What follows belongs to an exercise in optimizing a design on an open flow for small area, a short achievable clock period and few clock cycles per item; a production flow would make more cautious choices.
At most, simulation tests tie the RTL to the original design; equivalence was not proved.

the reference run:
==> flow/design.v (excerpt) <==
module hsw_split (
    input  wire         clk,
    input  wire         rst,         
    input  wire         start,
    input  wire [15:0]  len,         
    output wire         busy,
    input  wire         in_valid,
    input  wire [31:0]  in_data,
    output wire         in_ready,
    output reg          done,
    output wire [255:0] pen,
    output wire [255:0] init,
    output wire [31:0]  mw,
    output wire [255:0] digest
);
==> flow/config.mk <==
export PLATFORM = sky130hd
export DESIGN_NAME = hsw_split
export DESIGN_NICKNAME = hsw_split
export VERILOG_FILES = /design/flow/design.v
export SDC_FILE = /design/flow/constraint.sdc
export NUM_CORES = 4
export LEC_CHECK = 0
export ABC_AREA = 1
export CAP_MARGIN = 20
export CORE_MARGIN = 2
export CORE_UTILIZATION = 50
export CTS_BUF_LIST = sky130_fd_sc_hd__clkbuf_4 sky130_fd_sc_hd__clkbuf_8
export SLEW_MARGIN = 20
==> flow/constraint.sdc <==
create_clock -name core_clock -period 10.0 [get_ports {clk}]
set_input_delay 2.0000 -clock core_clock [delete_from_list [all_inputs] [get_ports {clk}]]
set_output_delay 2.0000 -clock core_clock [all_outputs]
set_load 0.01 [all_outputs]
standard.sh (not shown) runs the stock make flow with config.mk's settings and CLKGATE_MAP_FILE= SYNTH_SCRIPT=/design/flow/synth_recipe.tcl, a recipe that flattens the netlist after the stock synthesis.
==> flow/flow/run.sh <==
#!/bin/bash
set -euo pipefail
export BUFFER_PORTS_ARGS="-buffer_cell sky130_fd_sc_hd__buf_1"
export SETUP_SLACK_MARGIN=${OWN_SETUP_MARGIN:-5}
bash standard.sh > flow_make.log 2>&1
The reference run: done, clean on timing, DRC and antenna
diff inputs: the reference run => the trial run
Settings: CORE_UTILIZATION changed from 50 to 40.
Results
- On post-detailed-placement half-perimeter wirelength, the trial run does worse than the reference run.
- Sort the reference run and the trial run by CTS buffer count asc -> top: the reference run
- The reference run → the trial run: maximum operating frequency picked up an extra about 1.2%, x dimension of the die rose about 12%.
- In the trial run, the placeable core region came out 34000 µm² above the value in the reference run.
- The trial run -> the reference run: I/O pin total delta 0, exact match
No functional check of the RTL was part of any run of this note.

---

## oak
hsw_split, a different RTL version from the one above (not shown whole).
For scale: ~6900 cells after synthesis, about 1100 flip-flops, roughly 68000 um2 of cells after synthesis.
Settings: LEC_CHECK=0, ABC_AREA=1, CAP_MARGIN=10, CORE_MARGIN=2, CORE_UTILIZATION=40, CTS_BUF_LIST=sky130_fd_sc_hd__clkbuf_4 sky130_fd_sc_hd__clkbuf_8, CTS_CLUSTER_DIAMETER=80, CTS_CLUSTER_SIZE=12, SLEW_MARGIN=10; clock period 10.0 ns.
==> flow/flow/run.sh <==
#!/bin/bash
# Own flow: the standard layout (standard.sh, unchanged synthesis, floorplan,
# power grid, placement, CTS and routing), with two ORFS variables set:
#  - BUFFER_PORTS_ARGS: every input and output port still gets its own buffer,
#    but the small sky130_fd_sc_hd__buf_1 instead of the resizer's default pick
#  - SETUP_SLACK_MARGIN: repair_timing works until 5.65 ns of setup slack
# The make output goes to flow_make.log; ORFS keeps each step's log under orfs/logs.
set -euo pipefail
export BUFFER_PORTS_ARGS="-buffer_cell sky130_fd_sc_hd__buf_1"
export SETUP_SLACK_MARGIN=5.65
bash standard.sh > flow_make.log 2>&1
Every stage of the flow completed for oak, and the final layout passed the timing, DRC and antenna checks.
Testbench counts of oak, summed over its fixed seeds: cycles 334,976, blocks 5,219.
Edits applied to the flow inputs when going from oak to pine:
-- flow/flow/run.sh --
<<< oak, line 6
#  - SETUP_SLACK_MARGIN: repair_timing works until 5.65 ns of setup slack
>>> pine, line 6
#  - SETUP_SLACK_MARGIN: repair_timing works until 5.5 ns of setup slack
<<< oak, line 10
export SETUP_SLACK_MARGIN=5.65
>>> pine, line 10
export SETUP_SLACK_MARGIN=5.5
-- flow/config.mk --
<<< oak, line 9
export CAP_MARGIN = 10
>>> pine, line 9
export CAP_MARGIN = 20
<<< oak, line 14
export CTS_CLUSTER_SIZE = 12
export SLEW_MARGIN = 10
>>> pine, line 14
export CTS_CLUSTER_SIZE = 14
export SLEW_MARGIN = 20
Per the final summary, pine finished and its layout is clean on timing, DRC and antenna. pine vs. oak: initial antenna violation count went up by 4. The cell with the biggest individual delay on the critical path comes out sky130_fd_sc_hd__xor2_1 in one run and sky130_fd_sc_hd__fa_1 in the other, namely in pine and oak respectively.
Here is what was changed in the inputs of birch compared with pine.
-- flow/config.mk --
<<< pine, line 9
export CAP_MARGIN = 20
>>> birch, line 9
export CAP_MARGIN = 10
<<< pine, line 14
export CTS_CLUSTER_SIZE = 14
export SLEW_MARGIN = 20
>>> birch, line 14
export CTS_CLUSTER_SIZE = 12
export SLEW_MARGIN = 10
==> comparison <==
birch: PASS, flow complete, no timing, DRC or antenna violations
For placed wire-length estimate, birch and pine come out practically identical.
In terms of sequential share of layout area, birch and pine differ only marginally.
Between pine and birch, the post-route core utilization figures differ only marginally.
Number of hold violations in the final report: birch vs pine identical
Multi-input gate share of the layout cell area: birch vs pine, no meaningful difference
Between birch and pine, it is birch whose number of logic stages on the critical path including buffering is higher, by 1.
Timing-limited maximum frequency, birch vs pine: up slightly
Summary of birch over pine: wire length of the first global-routing pass moved up, routed metal-1 wire length level.
Edits applied to the flow inputs when going from birch to maple:
-- flow/flow/run.sh --
<<< birch, line 6
#  - SETUP_SLACK_MARGIN: repair_timing works until 5.5 ns of setup slack
>>> maple, line 6
#  - SETUP_SLACK_MARGIN: repair_timing works until 5.25 ns of setup slack
<<< birch, line 10
export SETUP_SLACK_MARGIN=5.5
>>> maple, line 10
export SETUP_SLACK_MARGIN=5.25
==> comparison <==
Compared to birch, the routing of maple uses less wire.
maple | status: complete | timing, DRC, antenna: pass
Compared to birch, maple has share of cells above drive strength 1 4.0 points lower.
maple and birch ended up with roughly the same die area.

-- separate check: timing with driven ports --
How much do the figures lean on ideal ports? The routed layouts below were timed once more, with nothing changed but the port constraints.
Step 1 assumes that a clkbuf_16 drives the clock port and a buf_2 every other input.
Step 2 adds t to the input delays and takes it off the output delays; t is the mean of the earliest and latest rising clock arrival at the registers after step 1. Input paths then give back, and output paths get back, about the clock's delay inside the block.
Slacks: no drivers / after step 1 / after step 2; pairs: no drivers / after step 1.
run | t, ns | setup slack, ns | worst register clock-pin slew, ns | worst slew at a driven data input, ns
the reference run | 1.034 | 4.981 / 4.981 / 4.440 | 0.07 / 0.07 | 0.06
the trial run | 1.093 | 5.040 / 5.040 / 4.166 | 0.08 / 0.08 | 0.05
oak | 1.021 | 5.623 / 5.597 / 4.897 | 0.11 / 0.11 | 0.05
pine | 1.024 | 5.465 / 5.465 / 4.775 | 0.11 / 0.11 | 0.05
birch | 1.018 | 5.503 / 5.503 / 4.682 | 0.10 / 0.10 | 0.05
maple | 1.027 | 5.272 / 5.272 / 4.505 | 0.11 / 0.11 | 0.05
After both steps setup and hold are still met in every run listed. For the trial run, which loses most, drivers alone change the setup slack by 0.000 ns; drivers and shift together by -0.874 ns.
